From an optimization exercise on the open Yosys and OpenROAD flow, aimed at small area, a short achievable clock period and few clock cycles; shortcuts taken in it are not production practice.
Only simulation tests tie the RTL to the original design; equivalence was not proved.

==> flow/design.v <==
module bfx (
    input  wire        clk,
    input  wire        rst,           
    input  wire        src_valid,
    input  wire        src_end,
    input  wire [7:0]  src_char,
    output wire        src_ready,
    input  wire        start,
    input  wire        stop_req,
    input  wire        eof_bit,
    input  wire        budget_en,
    input  wire [19:0] step_budget,
    output wire        in_req,
    input  wire        in_ack,
    input  wire        in_eos,
    input  wire [7:0]  in_byte,
    output wire        out_valid,
    output wire [7:0]  out_data,
    input  wire        out_fail,
    output wire [1:0]  ld_status,     
    output wire [1:0]  err_kind,      
    output wire [11:0] err_pos,
    output wire [1:0]  run_state,     
    output wire [2:0]  fault_cause    
);
    localparam IW       = 7;              
    localparam PROG_MAX = 1 << IW;        
    localparam PW       = 9;              
    localparam TAPE     = 1 << PW;        
    localparam [PW-1:0] PTR_ZERO = 1 << (PW - 1);    
    localparam [PW-1:0] PTR_TOP  = {PW{1'b1}};
    localparam C_TGL = 3'd0, C_LEFT = 3'd1, C_RIGHT = 3'd2, C_IN = 3'd3,
               C_OUT = 3'd4, C_OPEN = 3'd5, C_CLOSE = 3'd6;
    localparam LD_UNLOADED = 2'd0, LD_LOADING = 2'd1, LD_LOADED = 2'd2, LD_FAILED = 2'd3;
    reg [1:0]    ld_q;
    reg          ld_err_q;         
    reg [1:0]    err_kind_q;
    reg [11:0]   err_pos_q;
    reg [IW:0]   len_q;            
    reg [IW:0]   k;                
    reg [11:0]   c;                
    reg [IW:0]   sp;               
    reg          bv_q;             
    reg          bend_q;           
    reg          bcmd_q;           
    reg [2:0]    bop_q;            
    reg [IW+1:0] ent_e [0:63];
    reg [IW+1:0] ent_o [0:63];
    reg [63:0]   hf;
    reg [3:0]    hv [0:15];
    reg [4:0]    hvp;              
    reg [511:0]  ring;
    reg          dr_q, dl_q;
    reg [IW:0]   ip_q;             
    reg [IW:0]   ip1_q;            
    wire         odd  = ip_q[0];
    wire [IW+1:0] ee  = ent_e[ip1_q[IW-1:1]];
    wire [IW+1:0] eo  = ent_o[ip_q[IW-1:1]];
    wire [IW+1:0] eA  = odd ? eo : ee;
    wire [IW+1:0] eB  = odd ? ee : eo;
    wire [IW-1:0] jA  = eA[IW-1:0];
    wire [IW-1:0] jB  = eB[IW-1:0];
    function [3:0] decode;         
        input [7:0] ch;
        case (ch)
            8'h2B, 8'h2D: decode = {1'b1, C_TGL};
            8'h3C:        decode = {1'b1, C_LEFT};
            8'h3E:        decode = {1'b1, C_RIGHT};
            8'h2C:        decode = {1'b1, C_IN};
            8'h2E:        decode = {1'b1, C_OUT};
            8'h5B:        decode = {1'b1, C_OPEN};
            8'h5D:        decode = {1'b1, C_CLOSE};
            default:      decode = 4'd0;
        endcase
    endfunction
    assign src_ready = 1'b1;
    wire [3:0]   dc      = decode(src_char);
    wire         skip    = ld_err_q;
    wire         is_open  = (bop_q == C_OPEN);
    wire         is_close = (bop_q == C_CLOSE);
    wire [IW:0]  sp_m1   = sp - 1'b1;
    wire [IW-1:0] top    = ip_q[IW-1:0];
    wire [IW-1:0] link   = jA;             
    wire [IW-1:0] k7     = k[IW-1:0];
    reg          last_open_q;      
    wire         self_lp = last_open_q;    
    wire ld_store = bv_q && !bend_q && !skip && bcmd_q &&
                    (k != PROG_MAX) && !(is_close && sp == 0);
    wire push_st  = ld_store && is_open;
    wire pop_st   = ld_store && is_close;
    wire [4:0]   hvp_m1  = hvp - 1'b1;
    wire [3:0]   top_hi  = hv[hvp_m1[3:0]];
    wire         new_hi  = (hvp == 5'd0) || (c[11:8] != top_hi);
    always @(posedge clk) begin
        if (rst) begin
            bv_q <= 1'b0;
        end else begin
            bv_q   <= src_valid;
            bend_q <= src_end;
            bcmd_q <= dc[3];
            bop_q  <= dc[2:0];
        end
    end
    always @(posedge clk) begin
        if (rst) begin
            ld_q       <= LD_UNLOADED;
            ld_err_q   <= 1'b0;
            err_kind_q <= 2'd0;
            err_pos_q  <= 12'd0;
            len_q      <= {(IW+1){1'b0}};
            hvp        <= 5'd0;
            last_open_q <= 1'b0;
            k          <= {(IW+1){1'b0}};
            c          <= 12'd0;
            sp         <= {(IW+1){1'b0}};
        end else begin
            if (bv_q) begin
                if (bend_q) begin
                    len_q    <= k;
                    hvp      <= 5'd0;
                    last_open_q <= 1'b0;
                    k        <= {(IW+1){1'b0}};
                    c        <= 12'd0;
                    sp       <= {(IW+1){1'b0}};
                    ld_err_q <= 1'b0;
                    if (skip) begin
                        ld_q <= LD_FAILED;
                    end else if (sp != 0) begin
                        ld_q       <= LD_FAILED;
                        err_kind_q <= 2'd2;
                        err_pos_q  <= {top_hi, ring[448], ring[384], ring[320],
                                       ring[256], ring[192], ring[128], ring[64], ring[0]};
                    end else begin
                        ld_q <= LD_LOADED;
                    end
                end else begin
                    c <= c + 1'b1;
                    if (!skip && bcmd_q) begin
                        if (k == PROG_MAX) begin
                            ld_err_q   <= 1'b1;
                            err_kind_q <= 2'd3;
                            err_pos_q  <= c;
                        end else if (is_close && sp == 0) begin
                            ld_err_q   <= 1'b1;
                            err_kind_q <= 2'd1;
                            err_pos_q  <= c;
                        end else begin
                            k <= k + 1'b1;
                            last_open_q <= is_open;
                            if (is_open) begin
                                sp <= sp + 1'b1;
                                hf <= {hf[62:0], new_hi};
                                if (new_hi) hvp <= hvp + 1'b1;
                            end
                            if (is_close) begin
                                sp <= sp - 1'b1;
                                hf <= {1'b0, hf[63:1]};
                                if (hf[0]) hvp <= hvp_m1;
                            end
                        end
                    end
                end
            end
            if (src_valid) begin
                ld_q <= LD_LOADING;
                if (ld_q != LD_LOADING) begin
                    err_kind_q <= 2'd0;
                    err_pos_q  <= 12'd0;
                end
            end
        end
    end
    wire          w_self = is_close && self_lp;
    wire          w_br   = (is_open || is_close) && !w_self;
    wire [IW-1:0] w_one  = w_self ? 7'b0100000 :
                           {3'b000, bop_q == C_OUT, bop_q == C_IN, bop_q == C_RIGHT,
                            bop_q == C_LEFT, bop_q == C_TGL};
    wire [IW-1:0] wx     = is_close ? (k7 ^ top) : is_open ? top : w_one;
    wire [IW+1:0] went   = {w_br, is_close, w_self ? w_one : wx};
    always @(posedge clk) begin
        if (ld_store) begin
            if (k7[0]) ent_o[k7[IW-1:1]] <= went;
            else       ent_e[k7[IW-1:1]] <= went;
            if (is_close) begin
                if (top[0]) ent_o[top[IW-1:1]][IW-1:0] <= wx;
                else        ent_e[top[IW-1:1]][IW-1:0] <= wx;
            end
            if (is_open && new_hi)
                hv[hvp[3:0]] <= c[11:8];
        end
    end
    assign ld_status = ld_q;
    assign err_kind  = err_kind_q;
    assign err_pos   = err_pos_q;
    localparam R_IDLE = 2'd0, R_RUN = 2'd1, R_HALT = 2'd2, R_FAULT = 2'd3;
    reg [1:0]    rs_q;             
    reg          wait_q;           
    reg [2:0]    cause_q;
    reg [PW-1:0] ptr_q;            
    reg [PW-1:0] ptrp_q, ptrm_q;   
    reg [PW-1:0] lo_q, hi_q;       
    reg [19:0]   rem_q;            
    reg          ben_q, eof_q, stop_q;
    reg [7:0]    in_buf_q;         
    reg [2:0]    in_rem_q;
    reg          in_eos_q;
    reg [7:0]    out_buf_q;        
    reg [2:0]    out_cnt_q;
    reg          pend_q;           
    wire [IW-1:0] tgtA   = jA ^ ip_q[IW-1:0];
    wire [IW-1:0] tgtB   = jB ^ ip1_q[IW-1:0];
    wire [IW:0]   ip2    = ip1_q + 1'b1;
    wire          a_last = (ip1_q == len_q);      
    wire          b_last = (ip2 == len_q);        
    wire          halt_now = (ip_q == len_q);
    wire c0 = dr_q ? ring[1] : dl_q ? ring[TAPE-1] : ring[0];
    wire r1 = dr_q ? ring[2] : dl_q ? ring[0]      : ring[1];
    wire l1 = dr_q ? ring[0] : dl_q ? ring[TAPE-2] : ring[TAPE-1];
    wire at_hi = (ptr_q == hi_q);
    wire at_lo = (ptr_q == lo_q);
    wire nR = at_hi ? 1'b0 : r1;                  
    wire nL = at_lo ? 1'b0 : l1;                  
    wire edge_r = (ptr_q == PTR_TOP);
    wire edge_l = (ptr_q == {PW{1'b0}});
    wire [19:0] rem_m1 = rem_q - 20'd1;
    wire [19:0] rem_m2 = rem_q - 20'd2;
    wire [IW:0] tgtA1  = {1'b0, tgtA} + 1'b1;
    wire [IW:0] tgtA2  = {1'b0, tgtA} + 2'd2;
    wire [IW:0] tgtB1  = {1'b0, tgtB} + 1'b1;
    wire [IW:0] tgtB2  = {1'b0, tgtB} + 2'd2;
    wire [IW:0] ip3    = ip1_q + 2'd2;
    wire rem0 = (rem_q == 20'd0);
    wire rem1 = (rem_q == 20'd1);
    wire running  = (rs_q == R_RUN) && !wait_q;
    wire in_have  = (in_rem_q != 3'd0);
    wire in_nofetch_bit = in_have ? in_buf_q[0] : eof_q;
    wire need_fetch = !in_have && !in_eos_q;
    wire in_ans_bit = in_eos ? eof_q : in_byte[0];
    wire out_full = (out_cnt_q == 3'd7);
    wire A_br   = eA[IW+1];
    wire A_jz   = A_br & ~eA[IW];
    wire A_jnz  = A_br & eA[IW];
    wire A_tgl  = ~A_br & eA[0];
    wire A_l    = ~A_br & eA[1];
    wire A_r    = ~A_br & eA[2];
    wire A_in   = ~A_br & eA[3];
    wire A_out  = ~A_br & eA[4];
    wire A_self = ~A_br & eA[5];
    wire A_mv   = A_l | A_r;
    wire A_edge = (A_l & edge_l) | (A_r & edge_r);
    wire A_fetch = A_in & need_fetch;
    wire A_push  = A_out & out_full;
    wire A_taken = (A_jz & ~c0) | (A_jnz & c0);
    wire vA = A_tgl ? ~c0 : A_in ? in_nofetch_bit : c0;
    wire nb = A_r ? nR : A_l ? nL : vA;           
    wire B_br   = eB[IW+1];
    wire B_jz   = B_br & ~eB[IW];
    wire B_jnz  = B_br & eB[IW];
    wire B_tgl  = ~B_br & eB[0];
    wire B_l    = ~B_br & eB[1];
    wire B_r    = ~B_br & eB[2];
    wire B_in   = ~B_br & eB[3];
    wire B_out  = ~B_br & eB[4];
    wire B_self = ~B_br & eB[5];
    wire B_mv   = B_l | B_r;
    wire B_edge = (B_l & edge_l) | (B_r & edge_r);
    wire B_fetch = B_in & need_fetch;
    wire B_push  = B_out & out_full;
    wire B_taken = (B_jz & ~nb) | ((B_jnz | B_self) & nb);
    wire dual = !a_last && !A_self && !A_taken && !A_fetch && !A_edge && !A_push &&
                !(A_mv && B_mv) && !(A_in && B_in) && !(A_out && B_out) &&
                !(pend_q && B_fetch) && !(ben_q && rem1);
    wire obit  = A_out ? c0 : nb;
    wire [7:0] out_w = {obit, out_buf_q[7:1]};
    assign in_req    = wait_q;
    assign out_valid = pend_q;
    assign out_data  = out_buf_q;
    wire B_inbit = in_have ? in_buf_q[0] : eof_q;
    wire vB = B_tgl ? ~nb : B_in ? B_inbit : nb;
    reg          adv;
    reg [IW:0]   nip, nip1;
    reg          nhalt;
    reg          rot_r, rot_l;
    reg          v0, vP;
    reg          do_ring0;
    reg          consume_in, fetch_in, shift_out;
    reg          two;
    always @(posedge clk) begin
        adv = 1'b0;
        nip = ip1_q;
        nip1 = ip2;
        nhalt = a_last;
        rot_r = 1'b0; rot_l = 1'b0;
        v0 = c0; vP = c0;
        do_ring0 = 1'b0;
        consume_in = 1'b0; fetch_in = 1'b0; shift_out = 1'b0;
        two = 1'b0;
        if (rst) begin
            rs_q      <= R_IDLE;
            wait_q    <= 1'b0;
            cause_q   <= 3'd0;
            ip_q      <= {(IW+1){1'b0}};
            ip1_q     <= {{IW{1'b0}}, 1'b1};
            stop_q    <= 1'b0;
            pend_q    <= 1'b0;
        end else if (src_valid) begin
            rs_q    <= R_IDLE;
            wait_q  <= 1'b0;
            cause_q <= 3'd0;
            pend_q  <= 1'b0;
        end else if (start && ld_q == LD_LOADED) begin
            rs_q      <= (len_q == 0) ? R_HALT : R_RUN;
            wait_q    <= 1'b0;
            cause_q   <= 3'd0;
            ip_q      <= {(IW+1){1'b0}};
            ip1_q     <= {{IW{1'b0}}, 1'b1};
            ptr_q     <= PTR_ZERO;
            ptrp_q    <= PTR_ZERO + 1'b1;
            ptrm_q    <= PTR_ZERO - 1'b1;
            lo_q      <= PTR_ZERO;
            hi_q      <= PTR_ZERO;
            rem_q     <= step_budget;
            ben_q     <= budget_en;
            eof_q     <= eof_bit;
            stop_q    <= 1'b0;
            in_rem_q  <= 3'd0;
            in_eos_q  <= 1'b0;
            out_cnt_q <= 3'd0;
            pend_q    <= 1'b0;
        end else begin
            stop_q <= stop_req;
            pend_q <= 1'b0;
            if (wait_q) begin
                if (in_ack) begin
                    wait_q   <= 1'b0;
                    v0       = in_ans_bit;
                    do_ring0 = 1'b1;
                    fetch_in = 1'b1;
                    adv      = 1'b1;
                end
            end else if (running) begin
                if (halt_now) begin
                    rs_q <= R_HALT;
                end else if (stop_q) begin
                    rs_q    <= R_FAULT;
                    cause_q <= 3'd3;
                end else if (ben_q && rem0) begin
                    rs_q    <= R_FAULT;
                    cause_q <= 3'd2;
                end else if (A_edge) begin
                    rs_q    <= R_FAULT;
                    cause_q <= 3'd4;
                end else if (A_fetch) begin
                    if (!pend_q) wait_q <= 1'b1;
                end else if (A_self) begin
                    if (c0) begin
                        if (ben_q) rem_q <= 20'd0;
                    end else begin
                        adv = 1'b1;
                    end
                end else if (!dual) begin
                    adv = 1'b1;
                    if (A_taken) begin
                        nip   = tgtA1;
                        nip1  = tgtA2;
                        nhalt = 1'b0;
                    end
                    if (A_mv) begin
                        rot_r = A_r; rot_l = A_l;
                        v0 = nb; vP = c0;
                    end else begin
                        v0 = vA;
                    end
                    do_ring0   = 1'b1;
                    consume_in = A_in;
                    shift_out  = A_out;
                    if (A_push) begin
                        pend_q <= 1'b1;
                        nhalt  = 1'b0;
                    end
                end else begin
                    consume_in = A_in;
                    shift_out  = A_out | B_out;
                    do_ring0   = 1'b1;
                    if (A_mv) begin
                        rot_r = A_r; rot_l = A_l;
                        vP = c0;
                    end
                    v0 = vA;
                    if (B_edge) begin
                        rs_q    <= R_FAULT;
                        cause_q <= 3'd4;
                        shift_out = A_out;
                    end else if (B_fetch) begin
                        adv    = 1'b1;
                        wait_q <= 1'b1;
                        nhalt  = 1'b0;
                        if (A_mv) v0 = nb;
                    end else begin
                        adv = 1'b1;
                        two = 1'b1;
                        consume_in = A_in | B_in;
                        if (B_push) pend_q <= 1'b1;
                        if (B_mv) begin
                            rot_r = B_r; rot_l = B_l;
                            vP = vA;
                            v0 = B_r ? nR : nL;
                        end else begin
                            v0 = vB;
                        end
                        nip   = ip2;
                        nip1  = ip3;
                        nhalt = b_last && !B_push;
                        if (B_taken) begin
                            nhalt = 1'b0;
                            if (B_self) begin
                                nip  = ip1_q;
                                nip1 = ip2;
                            end else begin
                                nip  = tgtB1;
                                nip1 = tgtB2;
                            end
                        end
                    end
                end
            end
            if (rot_r) begin
                ptr_q  <= ptrp_q;
                ptrp_q <= ptrp_q + 1'b1;
                ptrm_q <= ptr_q;
                if (at_hi) hi_q <= hi_q + 1'b1;
            end
            if (rot_l) begin
                ptr_q  <= ptrm_q;
                ptrm_q <= ptrm_q - 1'b1;
                ptrp_q <= ptr_q;
                if (at_lo) lo_q <= lo_q - 1'b1;
            end
            if (consume_in && in_have) begin
                in_buf_q <= {1'b0, in_buf_q[7:1]};
                in_rem_q <= in_rem_q - 1'b1;
            end
            if (fetch_in) begin
                if (in_eos) in_eos_q <= 1'b1;
                else begin
                    in_buf_q <= {1'b0, in_byte[7:1]};
                    in_rem_q <= 3'd7;
                end
            end
            if (shift_out) begin
                out_buf_q <= out_w;
                out_cnt_q <= out_cnt_q + 1'b1;
            end
            if (adv) begin
                rem_q <= two ? rem_m2 : rem_m1;
                ip_q  <= nip;
                ip1_q <= nip1;
                if (nhalt) rs_q <= R_HALT;
            end
            if (pend_q && out_fail) begin
                rs_q    <= R_FAULT;
                cause_q <= 3'd1;
            end
        end
        if (dr_q || pop_st)
            ring <= {ring[0], ring[TAPE-1:1]};
        if (dl_q || push_st)
            ring <= {ring[TAPE-2:0], ring[TAPE-1]};
        dr_q <= !rst && rot_r;
        dl_q <= !rst && rot_l;
        if (rot_r || rot_l) begin
            ring[0] <= vP;
            if (rot_r) ring[1] <= v0;
            else       ring[TAPE-1] <= v0;
        end else if (do_ring0) begin
            ring[0] <= v0;
        end
        if (!rst && start && !src_valid && ld_q == LD_LOADED)
            ring[0] <= 1'b0;
        if (!rst && bv_q) begin
            if (push_st) begin
                ip_q  <= {1'b0, k7};
                ip1_q <= {1'b0, k7} + 1'b1;
                ring[0]   <= c[0];
                ring[64]  <= c[1];
                ring[128] <= c[2];
                ring[192] <= c[3];
                ring[256] <= c[4];
                ring[320] <= c[5];
                ring[384] <= c[6];
                ring[448] <= c[7];
            end
            if (pop_st) begin
                ip_q  <= {1'b0, link};
                ip1_q <= {1'b0, link} + 1'b1;
            end
        end
    end
    assign run_state   = rs_q;
    assign fault_cause = cause_q;
endmodule
==> flow/run.sh <==
#!/bin/bash
# synth_recipe.tcl (not shown) runs the flow's synth.tcl, then flattens the netlist and writes it again
# the make line also repeats each setting of config.mk as NAME=value (left out here)
make -C /OpenROAD-flow-scripts/flow DESIGN_CONFIG=/design/flow/config.mk WORK_HOME=/design/flow/orfs CLKGATE_MAP_FILE= SYNTH_SCRIPT=/design/flow/synth_recipe.tcl finish
==> flow/config.mk <==
export PLATFORM = sky130hd
export DESIGN_NAME = bfx
export DESIGN_NICKNAME = bfx
export VERILOG_FILES = /design/flow/design.v
export SDC_FILE = /design/flow/constraint.sdc
export NUM_CORES = 4
export LEC_CHECK = 0
export ABC_CLOCK_PERIOD_IN_PS = 4000
export CAP_MARGIN = 20
export CORE_MARGIN = 2
export CORE_UTILIZATION = 40
export CTS_BUF_LIST = sky130_fd_sc_hd__clkbuf_16
export CTS_CLUSTER_DIAMETER = 65
export CTS_CLUSTER_SIZE = 22
export PLACE_DENSITY = 0.6
export SETUP_SLACK_MARGIN = 4
export SLEW_MARGIN = 20
==> flow/constraint.sdc <==
create_clock -name core_clock -period 9.0 [get_ports {clk}]
set_input_delay 1.8000 -clock core_clock [delete_from_list [all_inputs] [get_ports {clk}]]
set_output_delay 1.8000 -clock core_clock [all_outputs]
set_load 0.01 [all_outputs]
==> flow_metrics.py <==
metrics = {
    "status": {
        "outcome": "complete, no violations",
    },
    "worst_setup_path": {
        "crit_arrival_ns": 5.77,
        "reg2reg_depth": 15,
        "cp.required_ns": 9.70,
        "worst_setup_path_end_kind": "flip-flop",
        "crit_type": "flip-flop to flip-flop",
        "worstPathMaxFanout": 8,
        "critPathLaunchType": "flip-flop",
        "reg2reg_from": "ip_q[3]",
        "r2r_end": "ip_q[7]",
        "rrSetupSlack_ns": 3.92,
        "path_common_cell": "o21ai_0",
        "worst-path-stages": 15,
        "crit_chain": "buf_4, nor2b_1, buf_4, a22o_1, a222oi_1, a21boi_0, o21ai_0, nand4b_1, mux2i_1, xnor2_1, and3_1, a31oi_1, o21ai_0, a31oi_1, o21ai_0",
        "slowest_stage": "mux2i_1",
        "cp_top_family": "compound AO/OA/AOI/OAI gates",
        "cp.buffers_inverters": 2,
        "critical-path-max-stage-delay_ns": 0.73,
    },
    "sta": {
        "fmax_mhz": 197,
        "slew_headroom_pct": 12.5,
        "worstMarginPinSlew_ns": 1.31,
        "hold_violations": 0,
        "setup_viol": 0,
        "rsz0062_at_grt": "yes",
        "fin_skew_ns": 0.0546,
        "setup_tns_ns": 0,
        "post-route-period-util_pct": 56.4,
        "final_max_slew_viol_count": 0,
        "period_minus_slack_ns": 5.08,
    },
    "min_path": {
        "min_path_type": "flip-flop to flip-flop",
        "hold_path_end": "out_buf_q[4]",
        "holdPathStages": 0,
        "min_from": "out_buf_q[5]",
    },
    "finish": {
        "stdcell_area_um2": 103000,
        "fin_nets": 8100,
        "drive_above_1_share_pct": 11.4,
        "final_cell_mix": "nand2_1 (1986), edfxtp_1 (1877), nor2_1 (1228)",
        "syn_to_final_growth_pct": 11.1,
        "final_common_cell": "nand2_1",
        "n_fill_cell": 20898,
        "post-route-util_pct": 44.8,
    },
    "clock_network": {
        "cts_tree": "yes",
        "clk_latency_ns": 0.85,
        "clock_path_buffers": 3,
        "cts_buffers": 134,
        "cts_root_buf": "clkbuf_16",
        "cts.hold.buffers_added": 0,
        "cts.sinks": 1973,
        "h-tree-depth": 4,
        "clkTransAtPathRegs_ns": 0.08,
    },
    "power_and_ir_drop": {
        "swShare_pct": 23.0,
        "powerDensity_nw_per_um2": 169,
        "peakVddDrop_v": 0.000148,
        "p_leak_uw": 0.0324,
        "p_clk_share_pct": 38.6,
        "finalPower_uw": 17400,
        "switching_power_uw": 4000,
        "p_comb_share_pct": 3.8,
        "seq_power_share_pct": 57.6,
        "cell_internal_pwr_uw": 13400,
    },
    "route": {
        "route.detailed.drc": 0,
        "wl_mm": 278,
        "via_count": 65572,
        "drt_iter0_markers": 8872,
        "drt_first_pass_iters": 12,
        "via_per_inst": 5.88,
        "ant_nets": 0,
        "wire_per_inst_um": 24.9,
    },
    "synth": {
        "synth_enable_flop_cells": 1877,
        "ys.flop_type": "edfxtp_1",
        "ys_seq_area_share_pct": 62.9,
        "syn_avg_cell_area_um2": 11.3,
        "synthCells": 8172,
        "synth-async-reset-ratio_pct": 0,
        "syn_area_um2": 92700,
        "ys_warn_count": 1,
        "synth_fp_nets": 8252,
        "synth_cell_type_count": 121,
        "ys_ff_latch": 1973,
    },
    "global_route": {
        "grt_overflow_total": 0,
        "globalRouteTotalUtil_pct": 22.9,
        "grt_pass1_wl_mm": 411,
        "grt_pass1_vias": 61928,
        "antenna_found_initial": 5,
        "grt_max_degree": 230,
    },
    "placement": {
        "gp_congestion": 0.950,
        "port-buffer-count": 77,
        "hpwl_mm": 176,
        "place_area_um2": 96000,
    },
    "die": {
        "die_area_um2": 236000,
        "initial_utilization_pct": 40.3,
        "die_w_um": 485,
        "ioPinCount": 79,
        "rows": 176,
        "core_area_um2": 230000,
        "die_h_um": 485,
    },
    "run": {
        "cap_violations": 0,
    },
}
[stage by stage]
stage | setup WS, ns | cells | hold WS, ns
final | 3.92 | 11153 | 0.465
after global routing | 3.93 | 11151 | 0.492
after CTS | 3.78 | 11101 | 0.468
after detailed placement | 2.37 | 10815 | 0.436
after global placement | 2.33 | 10813 | 0.441
after floorplan | 4.12 | 8172 | 0.445
[cell families after synthesis]
group / share of synthesized area (%)
xor+xnor: 1.59
simple gates: 16.8
mux: 7.11
fa+ha+maj: 0.454
flops: 62.9
other cells: 0.00405
buf+inv: 3.04
compound gates: 8.09
[state kept, by name (all words and copies together), names as in the netlist, 12 cells and up]
| name | count |
|---|---|
| ring | 512 |
| c | 12 |
| ent_e | 576 |
| err_pos_q | 12 |
| rem_q | 20 |
| hf | 64 |
| hv | 64 |
| ent_o | 576 |
[how the worst max path moves through the flow]
stage	from	endpoint	slack, ns
5_1_grt	ip1_q[1]	lo_q[0]	3.93
3_3_place_gp	ip1_q[2]	hi_q[0]	2.33
3_5_place_dp	ip1_q[2]	hi_q[0]	2.37
6_report	ip_q[3]	ip_q[7]	3.92
4_1_cts	bop_q[2]	ent_e[17][3]	3.78
2_1_floorplan	k[1]	ring[100]	4.12
[metal layers]
layer | vias to the layer above | wire, um | track usage [%]
met5 | - | 12 | 0
met4 | 2 | 10800 | 8.51
met3 | 607 | 27800 | 4.83
met2 | 3468 | 123000 | 34.3
met1 | 32579 | 117000 | 32.7
li1 | 28916 | - | -
[Yosys cell counts, types with 42 or more instances]
library cell     n  share of area [%]
a21oi_1        250                1.3
a221oi_1        48               0.45
a22oi_1         72               0.58
a31oi_1         44               0.30
and2_1         143               0.97
buf_1           61               0.25
buf_2           53               0.29
clkbuf_1       425                1.7
dfxtp_1         96                2.1
edfxtp_1      1877                 61
inv_1           48               0.19
mux2i_1        221                2.4
mux4_2         160                3.9
nand2_1       2005                8.1
nand3_1         98               0.53
nor2_1        1240                5.0
nor2b_1         42               0.28
nor3_1          59               0.32
o21ai_0        214                1.2
o22ai_1        175                1.2
xnor2_1        105               0.99
xor2_1          60               0.57
[power groups by stage]
stage               Sequential [uW]  Clock, uW  Combinational (uW)
floorplan                     10200          0                 378
global placement              10200          0                 591
detailed placement            10200          0                 595
CTS                           10000       6800                 621
global route                  10000       7100                 697
finish                        10000       6700                 656
[cell type report]
cell class | instances | area [um2] | share of cell area [%]
clock buffers | 140 | 3500 | 3.40
well taps | 3026 | 3790 | 3.68
diodes | 5 | 12.5 | 0.0121
multi-input cells | 5559 | 33000 | 32.1
repair buffers | 297 | 3080 | 2.99
flip-flops and latches | 1973 | 58300 | 56.6
inverters | 55 | 221 | 0.215
clock inverters | 98 | 1090 | 1.06
[what timing repair did]
action | in CTS | in global routing
pin swaps | 14 | 22
setup endpoints to repair | 735 | 1317
gates cloned | 6 | 3
buffers inserted | 42 | 44
gates resized for setup | 163 | 126
Testbench counts, summed over its fixed seeds: cycles 89,341.

-- static timing again, ports no longer ideal --
How much do the figures lean on ideal ports? The routed layout below was timed once more, with nothing changed but the port constraints. Step 1 (the two cells are an assumption about what drives the block):
set clk [get_ports {clk}]
set_driving_cell -lib_cell sky130_fd_sc_hd__clkbuf_16 $clk
set_driving_cell -lib_cell sky130_fd_sc_hd__buf_2 [delete_from_list [all_inputs] $clk]
Step 2 also shifts input and output timing later by t, the mid clock arrival at the registers, as if the neighbouring blocks saw the same clock. Three values: ideal, step 1, step 2; two values: the first two.
t, ns: 0.918
slack for setup (ns): 3.925 / 3.925 / 3.887
worst data-port slew with drivers (ns): 0.10
After both steps setup and hold are still met in this run. The setup slack of this run moves by 0.000 ns with the drivers and by -0.038 ns with both steps.
